Source: an optimization exercise on an open RTL-to-GDS flow (aim: small area and a short achievable clock period). Production flows keep margins and buffers that such runs may drop. Where RTL was checked, it was by simulation tests only, not by an equivalence proof against the original. Function not checked in run 2: the RTL went through the layout flow alone. Power and IR drop assume default switching activity.

==> design.v <==
module frame_rx (
    input  wire        clk,
    input  wire        rst,           
    input  wire        in_valid,
    input  wire [7:0]  in_byte,
    output reg         pl_valid,      
    output wire [7:0]  pl_byte,
    output reg         fr_valid,      
    output reg  [2:0]  fr_status,
    output wire [7:0]  fr_ver,
    output wire [7:0]  fr_type,
    output wire [7:0]  fr_seq,
    output wire [15:0] fr_len
);
    localparam [7:0]  SYNC = 8'hA5;
    localparam [16:0] WCNT_PRE = 17'h0788F;
    localparam [2:0] ST_OK        = 3'd0;
    localparam [2:0] ST_TOO_SHORT = 3'd1;
    localparam [2:0] ST_TRUNCATED = 3'd2;
    localparam [2:0] ST_OVERFLOW  = 3'd3;
    localparam [2:0] ST_BAD_SYNC  = 3'd4;
    localparam [2:0] ST_BAD_LEN   = 3'd5;
    localparam [2:0] ST_BAD_CRC   = 3'd6;
    function [15:0] crc_step;
        input [15:0] acc_in;
        input [7:0]  b;
        reg   [15:0] acc;
        integer      k;
        begin
            acc = acc_in ^ {b, 8'h00};
            for (k = 0; k < 8; k = k + 1) begin
                if (acc[15])
                    acc = {acc[14:0], 1'b0} ^ 16'h1021;
                else
                    acc = {acc[14:0], 1'b0};
            end
            crc_step = acc;
        end
    endfunction
    reg [7:0]  rem;
    reg        zpend;      
    reg [16:0] wcnt;       
    reg        full;       
    reg        ovf;        
    reg [3:0]  cnt;        
    reg [15:0] pl_left;    
    reg        pl_zero;    
    reg [1:0]  tail;       
    reg        sync_ok;    
    reg [7:0]  d_ver, d_type, d_seq, d_len_lo, d_len_hi;
    reg [7:0]  b1;         
    reg [15:0] crc;        
    reg        crc_ok;     
    wire        in_nz    = |in_byte;
    wire        is_code  = (rem[7:1] == 7'd0);
    wire        first    = is_code && !rem[0];
    wire        take     = in_valid && (first || !full);
    wire        dec_cond = is_code ? (!first && zpend) : 1'b1;
    wire        dec_wr   = in_valid && dec_cond;
    wire [7:0]  dec_byte = is_code ? 8'h00 : in_byte;
    wire        hdr_done = (cnt >= 4'd6);
    wire        in_pl    = hdr_done && !pl_zero;
    assign pl_byte = b1;
    assign fr_ver  = d_ver;
    assign fr_type = d_type;
    assign fr_seq  = d_seq;
    assign fr_len  = {d_len_hi, d_len_lo};
    reg  [2:0]  verdict;
    always @(*) begin
        if (first)                         verdict = ST_TOO_SHORT;
        else if (ovf)                      verdict = ST_OVERFLOW;
        else if (!is_code)                 verdict = ST_TRUNCATED;
        else if (cnt != 4'd8)              verdict = ST_TOO_SHORT;
        else if (!sync_ok)                 verdict = ST_BAD_SYNC;
        else if (!pl_zero || tail != 2'd2) verdict = ST_BAD_LEN;
        else if (!crc_ok)                  verdict = ST_BAD_CRC;
        else                               verdict = ST_OK;
    end
    always @(posedge clk) begin
        if (rst) begin
            rem      <= 8'd0;
            pl_valid <= 1'b0;
            fr_valid <= 1'b0;
        end else begin
            pl_valid <= dec_wr && in_nz && !full && in_pl;
            fr_valid <= in_valid && !in_nz;
            if (in_valid) begin
                if (is_code)
                    rem <= in_byte;
                else if (in_nz)
                    rem <= rem - 8'd1;
                else
                    rem <= 8'd0;
            end
        end
    end
    always @(posedge clk) begin
        fr_status <= verdict;
        if (take) begin
            wcnt <= first ? 17'd0 : {wcnt[15:0], ~(wcnt[16] ^ wcnt[13])};
            full <= !first && (wcnt == WCNT_PRE);
        end
        if (in_valid)
            ovf <= !first && (ovf || full);
        if (in_valid && is_code)
            zpend <= (in_byte != 8'hFF);
        if (in_valid && first)
            cnt <= 4'd0;
        else if (dec_wr && cnt != 4'd8)
            cnt <= cnt + 4'd1;
        if (in_valid) begin
            case (cnt)
                4'd0: sync_ok  <= (dec_byte == SYNC);
                4'd1: d_ver    <= dec_byte;
                4'd2: d_type   <= dec_byte;
                4'd3: d_seq    <= dec_byte;
                4'd4: d_len_lo <= dec_byte;
                4'd5: d_len_hi <= dec_byte;
                default: ;
            endcase
        end
        if (dec_wr) begin
            b1     <= dec_byte;
            crc_ok <= (crc == {dec_byte, b1});
            if (cnt < 4'd2)
                crc <= 16'hFFFF;
            else
                crc <= crc_step(crc, b1);
            if (cnt == 4'd5) begin
                pl_left <= {dec_byte, d_len_lo};
                pl_zero <= (dec_byte == 8'd0) && (d_len_lo == 8'd0);
                tail    <= 2'd0;
            end else if (in_pl) begin
                pl_left <= pl_left - 16'd1;
                pl_zero <= (pl_left == 16'd1);
            end else if (hdr_done && tail != 2'd3) begin
                tail <= tail + 2'd1;
            end
        end
    end
endmodule
==> flow/run.sh <==
#!/bin/bash
# Standard layout (the standard.sh, standard synthesis unchanged), with
# the port buffers inserted as the smallest buffer cell, and clock tree
# synthesis without dummy balancing loads. Every tool's output goes to
# standard.log.
bash standard.sh "BUFFER_PORTS_ARGS=-buffer_cell sky130_fd_sc_hd__buf_1" \
  "CTS_ARGS=-sink_clustering_enable -repair_clock_nets -dont_use_dummy_load -buf_list sky130_fd_sc_hd__clkbuf_4 -sink_clustering_size 30" \
  RECOVER_POWER=100 finish > standard.log 2>&1
==> standard.sh <==
#!/bin/bash
# synth_recipe.tcl (not shown) runs the flow's synth.tcl, then flattens the netlist and writes it again
# the make line also repeats each setting of config.mk as NAME=value (left out here)
make -C /OpenROAD-flow-scripts/flow DESIGN_CONFIG=/design/flow/config.mk WORK_HOME=/design/flow/orfs CLKGATE_MAP_FILE= SYNTH_SCRIPT=/design/flow/synth_recipe.tcl "${@:-finish}"
==> config.mk <==
export PLATFORM = sky130hd
export DESIGN_NAME = frame_rx
export DESIGN_NICKNAME = frame_rx
export VERILOG_FILES = /design/flow/design.v
export SDC_FILE = /design/flow/constraint.sdc
export NUM_CORES = 4
export LEC_CHECK = 0
export CAP_MARGIN = 20
export CORE_MARGIN = 2
export CORE_UTILIZATION = 40
export PLACE_DENSITY = 0.6
export SETUP_SLACK_MARGIN = 3.0
export SLEW_MARGIN = 20
==> constraint.sdc <==
create_clock -name core_clock -period 5.0 [get_ports {clk}]
set_input_delay 1.0000 -clock core_clock [delete_from_list [all_inputs] [get_ports {clk}]]
set_output_delay 1.0000 -clock core_clock [all_outputs]
set_load 0.01 [all_outputs]
==> implementation parameters, run 1 <==
Parameter                              Value

Layout
  Fillers    around 1300
  Fraction of layout cells with a size suffix above 1    12.7%
  Post-layout net count    between 500 and 600
  Growth of design area from synthesis to finish    14.3%
  Final standard cell count with taps included and fillers excluded    721
  Post-route cell area    ~6300 sq um
  Count of antenna diodes in the layout    0
  Post-route core utilization    a little under half

GRT
  Number of antenna violations at the first check in global routing    0
  GRT Residual Overflow    0
  Overall track demand over capacity in global routing    roughly 18%
  Number of global-route vias before repair    3651
  Maximum number of pins on one net before global-route repair    29
  Wire length of the first global-routing pass    about 19000 um

Route
  1st-pass router iterations    5
  Sum of met3 wire segment lengths after detailed routing    691 um
  Number of nets with antenna violations after detailed routing    0
  Highest signal layer in the routed design    met4
  DRC violation total after the first TritonRoute iteration    187
  Routed met2 length    6090 um
  Wire length the detailed router placed on met1    between 5000 and 6000 um
  Total via count in the routed design    around 4000
  Post-detailed-routing wire length    about 13000 um
  Post-DR wirelength/cell    approximately 18 um
  Number of design rule violations left after detail routing    0
  Mean number of vias per cell    5.40

Worst setup path
  Worst flop-to-flop path startpoint    rem[4]$_SDFFE_PP0P_
  Delay of the slowest cell on the worst path    1440 ps
  Number of buffer and inverter instances along the worst setup path    2
  Data arrival time of the critical path    3520 ps
  Destination of the critical timing path    wcnt[11]$_SDFFCE_PP0P_
  Crit-path max FO    22
  Type of destination of the critical path    flop
  Depth of the worst register-to-register path    3
  Slack of the worst reg-to-reg path    ~2300 ps
  R2R Path End    wcnt[11]$_SDFFCE_PP0P_
  Cell with the largest stage delay on the worst path    sky130_fd_sc_hd__o21ai_1
  Category of cells accounting for the largest share of critical-path delay    compound AO/OA/AOI/OAI gates
  Setup Crit Path Kind    input port to flop
  Required @ worst endpoint    slightly above 5000 ps
  Total number of cells along the worst setup path    3
  CP startpoint    in_valid
  Cell Chain, Critical Path    clkbuf_1 -> clkinvlp_2 -> o21ai_1
  Crit start category    input port

Power and ir drop
  Switching power share of the total    a little under two fifths
  Share of total power in the clock network    11.5%
  Pwr dens    a little over 600 nW/um^2
  Sequential Power Share    a little under half
  Internal power summed over all cells    2.44 mW
  PnR Total Power    a little under 4 mW
  Comb pwr share    between 40% and 50%
  Leakage power summed over all cells    ~2.1 nW
  Total net switching power    around 1.5 mW
  Peak supply drop    just over 0.0002 V

Die
  Placeable core region    about 13000 sq um
  Number of top-level design ports    64
  Initial standard-cell utilization of the core    41.4%
  Vertical die dimension    122 um
  Number of cell rows    42
  Die area    ~15000 sq um
  Die outline width    122 um

Synthesis
  Dominant register cell in the synthesized netlist    sky130_fd_sc_hd__edfxtp_1
  EDFF count, synth    approximately 110
  Number of storage elements in the synthesis netlist    between 100 and 150
  Post-Syn Area    5530 sq um
  Async set-reset flop share out of synthesis    0%
  Number of nets produced by synthesis    between 400 and 500
  Register area share after synthesis    between 60% and 70%
  Number of warning messages in the yosys log    1
  Average cell area after synthesis    12.5 sq um
  Synthesized instance count    ~440
  Synth unique cells    54

Timing
  Final hold violations    0
  Setup repair after global routing missed its margin    yes
  Measured slew at the worst slew-check pin    between 1500 and 2000 ps
  Final setup violating endpoints    0
  Shortest period the worst path allows    between 3000 and 4000 ps
  Ratio of final minimum period to clock period    about two thirds
  Hold slack    approximately 520 ps
  Timing-limited maximum frequency    roughly 0.29 GHz
  Setup WS post-layout    about 1600 ps
  Max-slew headroom    -4.45%
  Total negative slack    0 ps
  Final number of max-transition violations    19
  Worst Skew    ~41 ps

Outcome
  Violated checks    capacitance limit, slew limit
  Outcome    failed layout checks

Clock tree
  Clock insertion delay at the later pin of the skew report    between 500 and 600 ps
  Sinks on the clock net    approximately 120
  Number of buffers inserted by hold repair at cts    0
  Number of buffers created by CTS    17
  Clock tree root driver cell    sky130_fd_sc_hd__clkbuf_4
  H-tree depth    4
  CTS max path bufs    2
  Clock transition at the register clock pins on the worst setup and hold paths after CTS    80 ps
  CTS tree    done

Placement
  Number of cells in the design after placement    670
  Number of input and output port buffers inserted    63
  DP HPWL    between 8000 and 9000 um
  Placer's final routability congestion estimate    0.842
  Worst setup timing slack at the placement stage    approximately 2100 ps
  Standard cell area after detailed placement    6020 sq um

Worst hold path
  Tightest Hold Check Type    flop to flop

Job
  Max Cap Viol    1
==> power by group through the flow <==
stage	clock [mW]	sequential (mW)	combinational [mW]
4_1_cts	0.467	1.87	1.62
5_1_grt	0.513	1.91	1.76
3_5_place_dp	0	1.91	1.50
3_3_place_gp	0	1.91	1.47
6_report	0.450	1.87	1.58
2_1_floorplan	0	1.86	1.15
==> layout make-up <==
type / count / area (sq um) / area share (%)
repair buffers: 97 / 474 / 7.50
flip-flops and latches: 122 / 3490 / 55.3
multi-input cells: 291 / 1910 / 30.3
repair inverters: 1 / 5.00 / 0.0791
well taps: 176 / 220 / 3.48
inverters: 17 / 88.8 / 1.40
clock buffers: 17 / 128 / 2.02
==> sequential cells by signal, summed over array words and instances, names as in the netlist <==
register / flops
pl_zero: 1
zpend: 1
sync_ok: 1
b1: 8
crc_ok: 1
d_len_hi: 8
d_ver: 8
ovf: 1
fr_valid: 1
crc: 16
d_seq: 8
rem: 8
fr_status: 3
tail: 2
d_type: 8
d_len_lo: 8
cnt: 4
pl_valid: 1
pl_left: 16
wcnt: 17
full: 1
==> cells by family (layout without fill, tap and decap cells) <==
logic type               Yosys count  in the layout  share of synthesized area (%)
AND/OR/NAND/NOR                  173            173                           17.5
flip-flops                       122            122                           63.2
AO/OA/AOI/OAI                     58             58                           6.97
XOR/XNOR                          50             50                           7.92
buffers and inverters             31            132                           2.22
adder cells (fa/ha/maj)            9              9                           2.04
multiplexers                       1              1                          0.181
==> worst reg2reg max path: stages, from the launching register on <==
cell	delay (ps)
sky130_fd_sc_hd__dfxtp_1	360
sky130_fd_sc_hd__nor4_1	750
sky130_fd_sc_hd__nand4_1	300
sky130_fd_sc_hd__o21ai_1	900
==> synthesized netlist by cell type (4+ instances only) <==
master | instances | area (sq um)
sky130_fd_sc_hd__o21ai_0 | 14 | 70.1
sky130_fd_sc_hd__xor2_1 | 15 | 131
sky130_fd_sc_hd__nor4_1 | 14 | 87.6
sky130_fd_sc_hd__or4_1 | 6 | 45.0
sky130_fd_sc_hd__or2_2 | 4 | 25.0
sky130_fd_sc_hd__clkbuf_1 | 11 | 41.3
sky130_fd_sc_hd__nand4b_1 | 4 | 35.0
sky130_fd_sc_hd__a21oi_1 | 14 | 70.1
sky130_fd_sc_hd__nor2_1 | 22 | 82.6
sky130_fd_sc_hd__dfxtp_1 | 17 | 340
sky130_fd_sc_hd__inv_1 | 17 | 63.8
sky130_fd_sc_hd__nand2b_1 | 9 | 56.3
sky130_fd_sc_hd__o22ai_1 | 9 | 56.3
sky130_fd_sc_hd__nand2_1 | 42 | 158
sky130_fd_sc_hd__edfxtp_1 | 105 | 3150
sky130_fd_sc_hd__ha_1 | 9 | 113
sky130_fd_sc_hd__and3_1 | 4 | 25.0
sky130_fd_sc_hd__nand4_1 | 6 | 37.5
sky130_fd_sc_hd__nor3_1 | 10 | 50.1
sky130_fd_sc_hd__xnor2_1 | 35 | 307
sky130_fd_sc_hd__nand3_1 | 15 | 75.1
sky130_fd_sc_hd__and2_1 | 18 | 113
==> worst min path at each step <==
stage                                start  slack, ps                       to  depth (start not counted)
final                        ovf$_DFFE_PP_        520  fr_status[2]$_SDFF_PP0_                          1
after global routing         ovf$_DFFE_PP_        560  fr_status[2]$_SDFF_PP0_                          1
after CTS                    ovf$_DFFE_PP_        540  fr_status[2]$_SDFF_PP0_                          1
after detailed placement     ovf$_DFFE_PP_        520  fr_status[2]$_SDFF_PP0_                          1
after global placement       ovf$_DFFE_PP_        500  fr_status[2]$_SDFF_PP0_                          1
after floorplan           crc_ok$_DFFE_PP_        440  fr_status[2]$_SDFF_PP0_                          1
==> layer usage <==
metal  up-vias  GRT usage (%)
li1       1841              -
met1      1915           23.6
met2       120           27.5
met3        21           4.73
met4         0           7.26
met5         -              0
==> placed cells by master, fill, tap and decap left out, types with 6 or more instances in the layout <==
cell type | netlist | routed
sky130_fd_sc_hd__xnor2_1 | 35 | 35
sky130_fd_sc_hd__nor2_1 | 22 | 23
sky130_fd_sc_hd__xor2_1 | 15 | 15
sky130_fd_sc_hd__inv_1 | 17 | 10
sky130_fd_sc_hd__nand2_1 | 42 | 42
sky130_fd_sc_hd__nor4_1 | 14 | 13
sky130_fd_sc_hd__buf_1 | 0 | 12
sky130_fd_sc_hd__nand3_1 | 15 | 15
sky130_fd_sc_hd__clkbuf_1 | 11 | 55
sky130_fd_sc_hd__o21ai_0 | 14 | 13
sky130_fd_sc_hd__and2_0 | 0 | 13
sky130_fd_sc_hd__a21oi_1 | 14 | 14
sky130_fd_sc_hd__clkbuf_4 | 0 | 19
sky130_fd_sc_hd__nand4_1 | 6 | 6
sky130_fd_sc_hd__dfxtp_1 | 17 | 16
sky130_fd_sc_hd__buf_4 | 1 | 22
sky130_fd_sc_hd__edfxtp_1 | 105 | 105
sky130_fd_sc_hd__nor3_1 | 10 | 9
sky130_fd_sc_hd__nand2b_1 | 9 | 9
sky130_fd_sc_hd__o22ai_1 | 9 | 8
sky130_fd_sc_hd__ha_1 | 9 | 9
==> what timing repair did <==
action	in CTS	in global routing
cloned	1	0
setup endpoints to repair	166	130
pin swaps	2	5
resized for setup	20	55
buffers inserted	19	14
==> run 2, diff against run 1 <==
--- a/design.v
+++ b/design.v
@@ -15,4 +15,5 @@
     localparam [7:0]  SYNC = 8'hA5;
     localparam [16:0] WCNT_PRE = 17'h0788F;
+    localparam [3:0] CNT_OVF = 4'd15;
     localparam [2:0] ST_OK        = 3'd0;
     localparam [2:0] ST_TOO_SHORT = 3'd1;
@@ -42,6 +43,5 @@
     reg [16:0] wcnt;       
     reg        full;       
-    reg        ovf;        
-    reg [3:0]  cnt;        
+    reg [3:0]  cnt;
     reg [15:0] pl_left;    
     reg        pl_zero;    
@@ -59,5 +59,5 @@
     wire        dec_wr   = in_valid && dec_cond;
     wire [7:0]  dec_byte = is_code ? 8'h00 : in_byte;
-    wire        hdr_done = (cnt >= 4'd6);
+    wire        hdr_done = (cnt >= 4'd6);      
     wire        in_pl    = hdr_done && !pl_zero;
     assign pl_byte = b1;
@@ -69,5 +69,5 @@
     always @(*) begin
         if (first)                         verdict = ST_TOO_SHORT;
-        else if (ovf)                      verdict = ST_OVERFLOW;
+        else if (cnt == CNT_OVF)           verdict = ST_OVERFLOW;
         else if (!is_code)                 verdict = ST_TRUNCATED;
         else if (cnt != 4'd8)              verdict = ST_TOO_SHORT;
@@ -101,11 +101,11 @@
             full <= !first && (wcnt == WCNT_PRE);
         end
-        if (in_valid)
-            ovf <= !first && (ovf || full);
         if (in_valid && is_code)
             zpend <= (in_byte != 8'hFF);
         if (in_valid && first)
             cnt <= 4'd0;
-        else if (dec_wr && cnt != 4'd8)
+        else if (in_valid && full)
+            cnt <= CNT_OVF;
+        else if (dec_wr && !cnt[3])
             cnt <= cnt + 4'd1;
         if (in_valid) begin
--- a/flow/run.sh
+++ b/flow/run.sh
@@ -6,3 +6,3 @@
 bash standard.sh "BUFFER_PORTS_ARGS=-buffer_cell sky130_fd_sc_hd__buf_1" \
   "CTS_ARGS=-sink_clustering_enable -repair_clock_nets -dont_use_dummy_load -buf_list sky130_fd_sc_hd__clkbuf_4 -sink_clustering_size 30" \
-  RECOVER_POWER=100 finish > standard.log 2>&1
+  finish > standard.log 2>&1
==> implementation parameters, run 2 <==
Parameter                              Value

Synthesis
  Synthesized instance count    454 (+2.3%)
  Number of nets produced by synthesis    474 (+2.2%)
  Post-Syn Area    5590 sq um (+1.0%)
  Number of storage elements in the synthesis netlist    121 (-0.82%)
  Synth area leaders    sky130_fd_sc_hd__edfxtp_1 (56%), sky130_fd_sc_hd__dfxtp_1 (6.1%), sky130_fd_sc_hd__xnor2_1 (5.3%), sky130_fd_sc_hd__nor2_1 (3.0%), sky130_fd_sc_hd__xor2_1 (2.4%)
  Top cells by count, synth    sky130_fd_sc_hd__edfxtp_1 (104), sky130_fd_sc_hd__nor2_1 (44), sky130_fd_sc_hd__xnor2_1 (34)
  Top cell type by total area after synthesis    sky130_fd_sc_hd__edfxtp_1
  Area fraction of the dominant cell type after synthesis    55.9% (-1.1 points)
  EDFF count, synth    104 (-0.95%)
  Synth unique cells    54 (unchanged)
  Dominant register cell in the synthesized netlist    sky130_fd_sc_hd__edfxtp_1
  Top-count cell post-synth    sky130_fd_sc_hd__edfxtp_1
  Average cell area after synthesis    12.3 sq um (-1.2%)
  Async set-reset flop share out of synthesis    0% (unchanged)
  Number of warning messages in the yosys log    1 (unchanged)
  Register area share after synthesis    62.0% (-1.2 points)

Layout
  Fraction of layout cells with a size suffix above 1    31.1% (+18 points)
  Growth of design area from synthesis to finish    21.8%
  Register with the highest flop count    wcnt
  Number of flip-flops under the largest register name    17 (unchanged)
  Commonest non-fill, non-tap cells in the layout    sky130_fd_sc_hd__edfxtp_1 (104), sky130_fd_sc_hd__clkbuf_2 (46), sky130_fd_sc_hd__buf_4 (45)
  Registers with the highest flip-flop counts    wcnt (17), crc (16), pl_left (16)
  Most common cell after layout, fill and taps aside    sky130_fd_sc_hd__edfxtp_1
  Post-layout net count    592 (+4.4%)

Worst setup path
  Cell Chain, Critical Path    clkbuf_2
  Number of buffer and inverter instances along the worst setup path    1 (-1)
  Delay of the slowest cell on the worst path    450 ps (-990 ps)
  Crit start category    flop
  Setup Crit Path Kind    flop to primary output
  Cell with the largest stage delay on the worst path    sky130_fd_sc_hd__edfxtp_1
  Required @ worst endpoint    4000 ps (-1120 ps)
  Crit-path max FO    2 (-91%)
  Category of cells accounting for the largest share of critical-path delay    flip-flops
  Type of destination of the critical path    primary output
  Data arrival time of the critical path    1120 ps (-2400 ps)

Clock tree
  H-tree depth    4 (unchanged)
  Number of buffers created by CTS    17 (unchanged)
  Number of buffers inserted by hold repair at cts    0 (unchanged)
  Clock tree root driver cell    sky130_fd_sc_hd__clkbuf_4
  Sinks on the clock net    121 (-0.82%)
  Clock transition at the register clock pins on the worst setup and hold paths after CTS    110 ps (+30 ps)
  Clock insertion delay at the later pin of the skew report    520 ps (about the same)
  CTS max path bufs    2 (unchanged)
  CTS tree    done

GRT
  GRT Residual Overflow    0 (unchanged)
  Overall track demand over capacity in global routing    17.6% (-0.092 points)
  Maximum number of pins on one net before global-route repair    25 (-14%)
  Number of global-route vias before repair    3675 (+0.66%)
  Number of antenna violations at the first check in global routing    0 (unchanged)
  Wire length of the first global-routing pass    19300 um (-0.60%)

Route
  1st-pass router iterations    5 (unchanged)
  DRC violation total after the first TritonRoute iteration    376 (+100%)
  Post-detailed-routing wire length    13000 um (+2.4%)
  Number of design rule violations left after detail routing    0 (unchanged)
  Mean number of vias per cell    5.29 (-2.1%)
  Post-DR wirelength/cell    17.3 um (-1.7%)
  Number of nets with antenna violations after detailed routing    0 (unchanged)
  Total via count in the routed design    3973 (+2.0%)

Power and ir drop
  Peak supply drop    0.000473 V (+130%)
  Sequential Power Share    43.0% (-4.9 points)
  Share of total power in the clock network    9.9% (-1.6 points)
  Switching power share of the total    38.8% (+1.4 points)
  Pwr dens    672 nW/um^2 (+8.9%)
  Comb pwr share    47.0% (+6.4 points)
  Total net switching power    1.77 mW (+22%)
  Internal power summed over all cells    2.80 mW (+15%)
  Leakage power summed over all cells    2.47 nW (+18%)

Timing
  Shortest period the worst path allows    2120 ps (-1270 ps)
  Total negative slack    0 ps (unchanged)
  Ratio of final minimum period to clock period    42.5% (-25 points)
  Worst Skew    29.5 ps (-11.2 ps)
  Final setup violating endpoints    0 (unchanged)
  Setup repair after global routing missed its margin    yes
  Timing-limited maximum frequency    0.471 GHz (+60%)
  Final number of max-transition violations    0 (-19)
  Max-slew headroom    46.9% (+51 points)
  Setup WS post-layout    2880 ps (+1270 ps)
  Final hold violations    0 (unchanged)
  Measured slew at the worst slew-check pin    790 ps (-766 ps)

Placement
  Placer's final routability congestion estimate    0.823 (-2.3%)
  DP HPWL    8250 um (-5.3%)
  Number of input and output port buffers inserted    63 (unchanged)
  Worst setup timing slack at the placement stage    2130 ps (-16.0 ps)

Die
  Number of cell rows    43 (+2.4%)
  Number of top-level design ports    64 (unchanged)
  Initial standard-cell utilization of the core    40.6% (-0.87 points)
  Die area    14900 sq um (+0.99%)
  Vertical die dimension    122 um (+0.49%)
  Placeable core region    13800 sq um (+3.2%)
  Die outline width    122 um (+0.49%)

Outcome
  Outcome    complete, no violations

Job
  Max Cap Viol    0 (-1)

Worst hold path
  Tightest Hold Check Type    flop to flop
[run 2: cell count changes in the layout (fill, tap and decap cells not counted), moves of 8 or more]
| cell | before | now |
|---|---|---|
| sky130_fd_sc_hd__and2_0 | 13 | 0 |
| sky130_fd_sc_hd__nand3_1 | 15 | 6 |
| sky130_fd_sc_hd__clkbuf_2 | 3 | 46 |
| sky130_fd_sc_hd__nor2_1 | 23 | 41 |
| sky130_fd_sc_hd__nand2b_1 | 9 | 0 |
| sky130_fd_sc_hd__buf_4 | 22 | 45 |
| sky130_fd_sc_hd__clkbuf_1 | 55 | 0 |
| sky130_fd_sc_hd__nand2_1 | 42 | 30 |
| sky130_fd_sc_hd__nor2b_1 | 3 | 17 |
| sky130_fd_sc_hd__o22ai_1 | 8 | 0 |
[run 2: timing repair]
item | in CTS | in global routing
buffers inserted | 32 | 18
pin swaps | 6 | 16
gates cloned | 2 | 1
hold endpoints to repair | 0 | 0
gates resized for setup | 24 | 68
setup endpoints to repair | 165 | 113
[run 2: final cells by class]
class,count,area [sq um]
Clock buffer,17,128
Sequential cell,121,3470
Multi-Input combinational cell,302,2130
Timing Repair Buffer,114,773
Fill cell,1273,6970
Tap cell,180,225
Antenna cell,1,2.50
Timing Repair inverter,1,7.51
Inverter,15,63.8
[run 2: worst reg2reg max path: stages, from the launching register on]
cell                       delay [ps]
sky130_fd_sc_hd__edfxtp_1         410
sky130_fd_sc_hd__or4_4            540
sky130_fd_sc_hd__or3_4            450
sky130_fd_sc_hd__nor3_4           130
sky130_fd_sc_hd__xnor2_1          130
sky130_fd_sc_hd__a21oi_1           90
[run 2: per-stage QoR]
stage / total power, mW / hold WS [ps] / utilization [%] / area (sq um) / cells
4_1_cts: 4.42 / 541 / 47.1 / 6480 / 731
5_1_grt: 4.90 / 595 / 49.4 / 6800 / 750
2_1_floorplan: 3.37 / 495 / - / 5670 / 454
3_3_place_gp: 3.75 / 520 / 43.6 / 6010 / 680
3_5_place_dp: 3.78 / 523 / 43.6 / 6010 / 680
6_report: 4.57 / 560 / 49.4 / 6810 / 751
[run 2: worst paths after layout]
check | start | to | slack, ps | cells after the start
max | b1[2]$_DFFE_PP_ | pl_byte[2] | 2880 | 1
min | rem[0]$_SDFFE_PP0P_ | rem[0]$_SDFFE_PP0P_ | 560 | 2
min reg2reg | rem[0]$_SDFFE_PP0P_ | rem[0]$_SDFFE_PP0P_ | 560 | 2
max reg2reg | pl_left[7]$_DFFE_PP_ | pl_left[11]$_DFFE_PP_ | 3000 | 5
[run 2: power groups by stage]
stage               clock network (mW)  registers (mW)  logic (mW)
detailed placement                   0            1.99        1.79
CTS                              0.470            1.94        2.01
finish                           0.455            1.97        2.15
global placement                     0            1.99        1.76
global route                     0.511            2.00        2.38
floorplan                            0            1.92        1.44
[run 2: cell families (layout without fill, tap and decap cells)]
family | Yosys count | after routing | synth area share, %
muxes | 1 | 1 | 0.179
AOI/OAI and AO/OA | 64 | 64 | 7.50
adders and majority gates | 9 | 9 | 2.02
and+or+nand+nor | 177 | 179 | 17.8
buffers and inverters | 33 | 147 | 2.80
xor gates and xnor gates | 49 | 49 | 7.68
other | 0 | 1 | 0
DFF | 121 | 121 | 62.0
[run 2: per-layer routing]
layer	vias up	global-route usage, %	part of all wire, %
met5	-	0	0
met3	12	5.24	5.6
li1	1890	-	-
met1	1952	24.0	45
met2	119	27.1	48
met4	0	5.32	1.1

[afterwards: timing with drivers on the ports]
No port has a modelled driver above. Below, the same layouts with a new extraction and two added sets of constraints.
Step 1 assumes that a clkbuf_16 drives the clock port and a buf_2 every other input.
Step 2 times the ports against the registers' clock, not the clock port: input delays grow and output delays shrink by t, the midpoint of the rising clock arrivals with the driver on.
Slacks: no drivers / after step 1 / after step 2; pairs: no drivers / after step 1.
run	t, ns	slack for setup (ns)	hold WS [ns]	worst setup path at the end	worst data-port slew with drivers (ns)
run 1	0.547	1.602 / 1.615 / 1.068	0.522 / 0.522 / 0.522	input to register	0.03
run 2	0.540	2.875 / 2.839 / 2.484	0.560 / 0.560 / 0.560	input to register	0.04
The setup slack of run 1, which loses most, moves by +0.013 ns with the drivers and by -0.534 ns with both steps.
